Source: an optimization exercise on an open RTL-to-GDS flow (aim: small area, a short achievable clock period and few clock cycles). Production flows keep margins and buffers that such runs may drop. In this exercise RTL edits were held to simulation tests only and were not proved equivalent to the original. Power and IR drop assume default switching activity.

green:
// nbc_stream_enc
module nbc_stream_enc (
    input  wire        clk,
    input  wire        rst,
    input  wire        cmd_valid,
    output wire        cmd_ready,
    input  wire [31:0] cmd_count,
    input  wire [1:0]  cmd_mode,
    input  wire [63:0] cmd_acc,
    input  wire        in_valid,
    output wire        in_ready,
    input  wire [63:0] in_data,
    output wire        out_valid,
    input  wire        out_ready,
    output wire [63:0] out_data,
    output wire [3:0]  out_nbytes,
    output wire        out_last
);
    localparam MODE_DELTA = 2'd1;
    localparam MODE_XOR   = 2'd2;
    integer j, i;
    reg [63:0] sd [0:7];
    reg [7:0]  tv, tc, tf, te, tl;
    reg        active;       
    reg [31:0] rem;          
    reg [1:0]  mode;
    reg [63:0] acc;          
    reg [2:0]  gpos;         
    reg [135:0] nbuf;        
    reg [5:0]   cnt;         
    reg         fin;         
    reg [3:0]   lnb;         
    reg [4:0]   blk_n;       
    reg [6:0]   bm;          
    reg         blk_last;    
    reg [15:0] nzn [0:7];
    reg [7:0]  zz, ing, mk;
    reg [15:0] nor_n;
    reg [4:0]  n_c;
    reg        lastgrp;
    always @(*) begin
        for (j = 0; j < 8; j = j + 1) begin
            for (i = 0; i < 16; i = i + 1)
                nzn[j][i] = |sd[j][4*i +: 4];
            zz[j] = ~|nzn[j];
        end
        ing[0] = 1'b1;
        for (j = 1; j < 8; j = j + 1)
            ing[j] = ing[j-1] & ~te[j-1];
        mk = ~ing | zz;
        nor_n = 16'd0;
        lastgrp = 1'b0;
        for (j = 0; j < 8; j = j + 1) begin
            nor_n = nor_n | (nzn[j] & {16{ing[j]}});
            lastgrp = lastgrp | (ing[j] & tl[j]);
        end
        n_c = 5'd0;
        for (i = 0; i < 16; i = i + 1)
            if (nor_n[i]) n_c = i + 1;
    end
    wire v0 = tv[0];
    wire c0 = tc[0];
    wire f0 = tf[0];
    wire l0 = tl[0];
    wire head_noop = ~v0 | (~c0 & ~f0 & bm[0]);
    assign out_valid  = cnt[5] | cnt[4] | fin;
    assign out_last   = fin & (cnt == 6'd16);
    assign out_data   = nbuf[63:0];
    assign out_nbytes = lnb;
    wire xfer = out_valid & out_ready;
    wire ok2    = fin ? (cnt == 6'd16) : ~cnt[5];
    wire out_ok = (~cnt[5] & ~cnt[4]) | (out_ready & ok2);
    wire head_go = head_noop | out_ok;
    assign cmd_ready = ~active & head_go;
  ...
Size in the first run: about 3600 cells after synthesis, ~810 flip-flops, about 40000 um^2 of cells after synthesis.
Settings: LEC_CHECK=0, ABC_CLOCK_PERIOD_IN_PS=4000, CAP_MARGIN=20, CORE_MARGIN=2, CORE_UTILIZATION=40, SETUP_SLACK_MARGIN=3.5, SLEW_MARGIN=20; clock period 8.0 ns.
run.sh (not shown) runs the stock make flow with config.mk's settings and CLKGATE_MAP_FILE= SYNTH_SCRIPT=/design/flow/synth_recipe.tcl, a recipe that flattens the netlist after the stock synthesis.
Testbench counts of green, summed over its fixed seeds: cycles 15,185.
Input changes introduced in purple (baseline for comparison: green):
- removing SETUP_SLACK_MARGIN (formerly 3.5)
- removing ABC_CLOCK_PERIOD_IN_PS (formerly 4000)
[summary]
green → purple: share of cell area taken by multi-input logic gates moved down, net total in the final layout now sits lower, clock skew now larger. Per the final summary, purple finished and its layout is clean on timing, DRC and antenna. Via count was higher in green than in purple.

nbc_stream_enc, a different RTL version from the one above (not shown whole).
Size: roughly 3800 cells after synthesis, roughly 930 flip-flops.
==> flow/config.mk <==
export PLATFORM = sky130hd
export DESIGN_NAME = nbc_stream_enc
export DESIGN_NICKNAME = nbc_stream_enc
export VERILOG_FILES = /design/flow/design.v
export SDC_FILE = /design/flow/constraint.sdc
export NUM_CORES = 4
export LEC_CHECK = 0
export ABC_CLOCK_PERIOD_IN_PS = 3700
export CAP_MARGIN = 20
export CORE_MARGIN = 2
export CORE_UTILIZATION = 40
export SETUP_SLACK_MARGIN = 4.3
export SLEW_MARGIN = 20
==> flow/constraint.sdc <==
create_clock -name core_clock -period 8.0 [get_ports {clk}]
set_input_delay 1.6000 -clock core_clock [delete_from_list [all_inputs] [get_ports {clk}]]
set_output_delay 1.6000 -clock core_clock [all_outputs]
set_load 0.01 [all_outputs]
The starting point completed without violations.
Testbench counts at the start, summed over its fixed seeds: cycles 15,210.
Then changed:
Settings changed: ABC_CLOCK_PERIOD_IN_PS 3700 to 4500, SETUP_SLACK_MARGIN 4.3 to 3.8.
Outcome:
- wire length shrinks by 1.4%
- clock power grows by about 3%
- first-iteration DRC count shrinks by 8.9%
- worst hold slack gets worse by 8.2 ps
- global-route usage shrinks by 0.13 points
- combinational power shrinks by 6.0%
- core utilization shrinks by 0.90 points
- final area shrinks by 1.9%
- via count shrinks by 1.5%
- sequential share of layout area grows by 0.96 points
- final cell count shrinks by 1.1%

nbc_stream_enc, a different RTL version from the one above (not shown whole).
For scale: ~1,000 flip-flops, about 240 I/O pins, about 0.047 mm2 of cells after synthesis.
==> flow/config.mk <==
export PLATFORM = sky130hd
export DESIGN_NAME = nbc_stream_enc
export DESIGN_NICKNAME = nbc_stream_enc
export VERILOG_FILES = /design/flow/design.v
export SDC_FILE = /design/flow/constraint.sdc
export NUM_CORES = 4
export LEC_CHECK = 0
export ABC_CLOCK_PERIOD_IN_PS = 3600
export CAP_MARGIN = 5
export CORE_MARGIN = 2
export CORE_UTILIZATION = 40
export CTS_CLUSTER_DIAMETER = 110
export CTS_CLUSTER_SIZE = 25
export SETUP_SLACK_MARGIN = 4.6
export SLEW_MARGIN = 5
export TNS_END_PERCENT = 10
==> flow/constraint.sdc <==
create_clock -name core_clock -period 8.0 [get_ports {clk}]
set_input_delay 1.6000 -clock core_clock [delete_from_list [all_inputs] [get_ports {clk}]]
set_output_delay 1.6000 -clock core_clock [all_outputs]
set_load 0.01 [all_outputs]
standard.sh (not shown) runs the stock make flow with config.mk's settings and CLKGATE_MAP_FILE= SYNTH_SCRIPT=/design/flow/synth_recipe.tcl, a recipe that flattens the netlist after the stock synthesis.
==> flow/flow/run.sh <==
#!/bin/bash
# The standard layout with two changes:
#  - synthesis runs the standard synthesis script (synth_recipe.tcl), except
#    that ABC maps the logic with flow/abc_speed_nosz.script: ORFS's speed
#    script without its final buffer/upsize/dnsize passes (the layout's timing
#    repair sizes what the timing needs). ABC does not touch registers, so
#    they are the standard synthesis's, with the same names and cells.
#  - the I/O ports are buffered with sky130_fd_sc_hd__buf_2 cells instead of
#    the delay buffers buffer_ports picks by default. Every port still gets
#    its own buffer.
# All tool output goes to standard_flow.log here and to ORFS's per-step logs
# under orfs/logs.
set -euo pipefail
W=$(pwd)
export BUFFER_PORTS_ARGS="-buffer_cell sky130_fd_sc_hd__buf_2"
{
  echo "proc abc {args} { set i [lsearch -exact \$args -script]; if {\$i >= 0} { lset args [expr {\$i + 1}] $W/flow/abc_speed_nosz.script }; yosys abc {*}\$args }"
  cat synth_recipe.tcl
} > my_synth.tcl
sed "s#SYNTH_SCRIPT=[^ ]*#SYNTH_SCRIPT=$W/my_synth.tcl#" standard.sh > my_standard.sh
grep -q "SYNTH_SCRIPT=$W/my_synth.tcl" my_standard.sh
bash my_standard.sh > standard_flow.log 2>&1
==> flow/flow/abc_speed_nosz.script <==
&get -n
&st
&dch
&nf
&st
&syn2
&if -g -K 6
&synch2
&nf
&st
&syn2
&if -g -K 6
&synch2
&nf
&st
&syn2
&if -g -K 6
&synch2
&nf
&st
&syn2
&if -g -K 6
&synch2
&nf
&st
&syn2
&if -g -K 6
&synch2
&nf
&put
topo
stime -c
Testbench counts at the start, summed over its fixed seeds: cycles 15,253.
Rerun with:
--- a/flow/flow/run.sh
+++ b/flow/flow/run.sh
@@ -4,4 +4,4 @@
-#    that ABC maps the logic with flow/abc_speed_nosz.script: ORFS's speed
-#    script without its final buffer/upsize/dnsize passes (the layout's timing
-#    repair sizes what the timing needs). ABC does not touch registers, so
-#    they are the standard synthesis's, with the same names and cells.
+#    that ABC maps the logic with its default script instead of ORFS's speed
+#    script (no gate up-sizing or buffering during synthesis; the layout's
+#    timing repair sizes what the timing needs). Registers are not touched by
+#    ABC, so they are the standard synthesis's, with the same names and cells.
@@ -17 +17 @@
-  echo "proc abc {args} { set i [lsearch -exact \$args -script]; if {\$i >= 0} { lset args [expr {\$i + 1}] $W/flow/abc_speed_nosz.script }; yosys abc {*}\$args }"
+  echo 'proc abc {args} { set i [lsearch -exact $args -script]; if {$i >= 0} { set args [lreplace $args $i [expr {$i + 1}]] }; yosys abc {*}$args }'
- SETUP_SLACK_MARGIN: 4.6 -> 4.4
removed: flow/flow/abc_speed_nosz.script
The changed run ran to the end with no violations.
Register-to-register slack got worse by 2.2 ns.
Die area goes down by 2.7%.
Via count goes down by 8.3%.
Synthesized area goes down by 2.7%.
Total power goes up by 4.4%.
Rerun with:
==> flow/flow/run.sh (replaced) <==
#!/bin/bash
# The standard layout, except that the I/O ports are buffered with
# sky130_fd_sc_hd__buf_2 cells instead of the delay buffers that buffer_ports
# picks by default. Every port still gets its own buffer.
set -euo pipefail
export BUFFER_PORTS_ARGS="-buffer_cell sky130_fd_sc_hd__buf_2"
bash standard.sh > standard_flow.log 2>&1
The changed run finished clean.
Routed wire length grows by 8.6%.
Die area grows by 5.0%.
Synthesized cell count grows by 6.3%.
Final area grows by 4.1%.
Rerun with:
- CAP_MARGIN: 5 -> 20
- CTS_CLUSTER_DIAMETER: 110 -> unset
- CTS_CLUSTER_SIZE: 25 -> unset
- SLEW_MARGIN: 5 -> 20
After rerunning: The new run finished with timing, DRC and antenna clean. Sequential cell count does not change. Power came out higher by 15%. Non-clock buffer count came out lower by 5. Via count came out higher by 2.0%. Clock power came out higher by 77%. Cell area came out higher by 4.1%. Hold slack degrades by 0.043 ns. Setup slack improves by 0.014 ns. Routed wire length came out higher by 1.4%. Utilization came out higher by 1.8 points.

nbc_stream_enc, a different RTL version from the one above (not shown whole).
Size in the first run: ~3400 cells after synthesis, roughly 850 flip-flops, about 240 I/O pins, roughly 0.040 mm2 of cells after synthesis.
Settings: LEC_CHECK=0, ABC_CLOCK_PERIOD_IN_PS=3500, CAP_MARGIN=20, CORE_MARGIN=2, CORE_UTILIZATION=40, SETUP_SLACK_MARGIN=4.5, SLEW_MARGIN=20; clock period 8.0 ns.
run.sh (not shown) runs the stock make flow with config.mk's settings and CLKGATE_MAP_FILE= SYNTH_SCRIPT=/design/flow/synth_recipe.tcl, a recipe that flattens the netlist after the stock synthesis.
Stock flow here: none of the scripts above is used.
The starting point finished with timing, DRC and antenna clean.
Testbench counts at the start, summed over its fixed seeds: cycles 15,202.
Change:
--- a/flow/config.mk
+++ b/flow/config.mk
@@ -6,8 +6,6 @@
 export NUM_CORES = 4
 export LEC_CHECK = 0
-export ABC_CLOCK_PERIOD_IN_PS = 3500
 export CAP_MARGIN = 20
 export CORE_MARGIN = 2
 export CORE_UTILIZATION = 40
-export SETUP_SLACK_MARGIN = 4.5
 export SLEW_MARGIN = 20
What happened: Routed wire length is lower by 9.7%; area after synthesis stays the same; worst setup slack loses 1.4 ns; total power is lower by about 6.5%.

[static timing again, ports no longer ideal]
The results above use ideal ports. As a check the final layouts listed here were re-extracted and re-timed, cells and wires unchanged. Step 1 assumes that a clkbuf_16 drives the clock port and a buf_2 every other input. Step 2 moves the port delays by t, midway between the first and last clock arrival at a register: inputs arrive t later, outputs are due t later. That takes back most of the time a late clock gives input paths. Slacks: no drivers / after step 1 / after step 2; pairs: no drivers / after step 1.
run | t (ns) | setup WS [ns] | latest minus earliest clock arrival (ns) | worst data-port slew with drivers (ns)
green | 0.733 | 2.981 / 2.981 / 2.865 | 0.044 / 0.044 | 0.08
purple | 0.714 | 1.908 / 1.908 / 1.908 | 0.046 / 0.046 | 0.09
the first run of note 2 | 0.728 | 3.791 / 3.733 / 3.728 | 0.031 / 0.030 | 0.08
the second run of note 2 | 0.742 | 3.767 / 3.711 / 3.375 | 0.033 / 0.033 | 0.07
the first run of note 3 | 0.722 | 4.303 / 4.291 / 3.898 | 0.043 / 0.044 | 0.07
the second run of note 3 | 0.718 | 2.141 / 2.141 / 2.141 | 0.052 / 0.052 | 0.11
the third run of note 3 | 0.710 | 4.282 / 4.184 / 3.614 | 0.056 / 0.055 | 0.16
the fourth run of note 3 | 0.756 | 4.297 / 4.184 / 3.586 | 0.067 / 0.067 | 0.17
the first run of note 4 | 0.716 | 3.039 / 3.067 / 2.351 | 0.049 / 0.049 | 0.08
the second run of note 4 | 0.707 | 1.621 / 1.664 / 0.957 | 0.042 / 0.042 | 0.06
After both steps setup and hold are still met in every run listed. For the fourth run of note 3, which loses most, drivers alone change the setup slack by -0.113 ns; drivers and shift together by -0.711 ns.
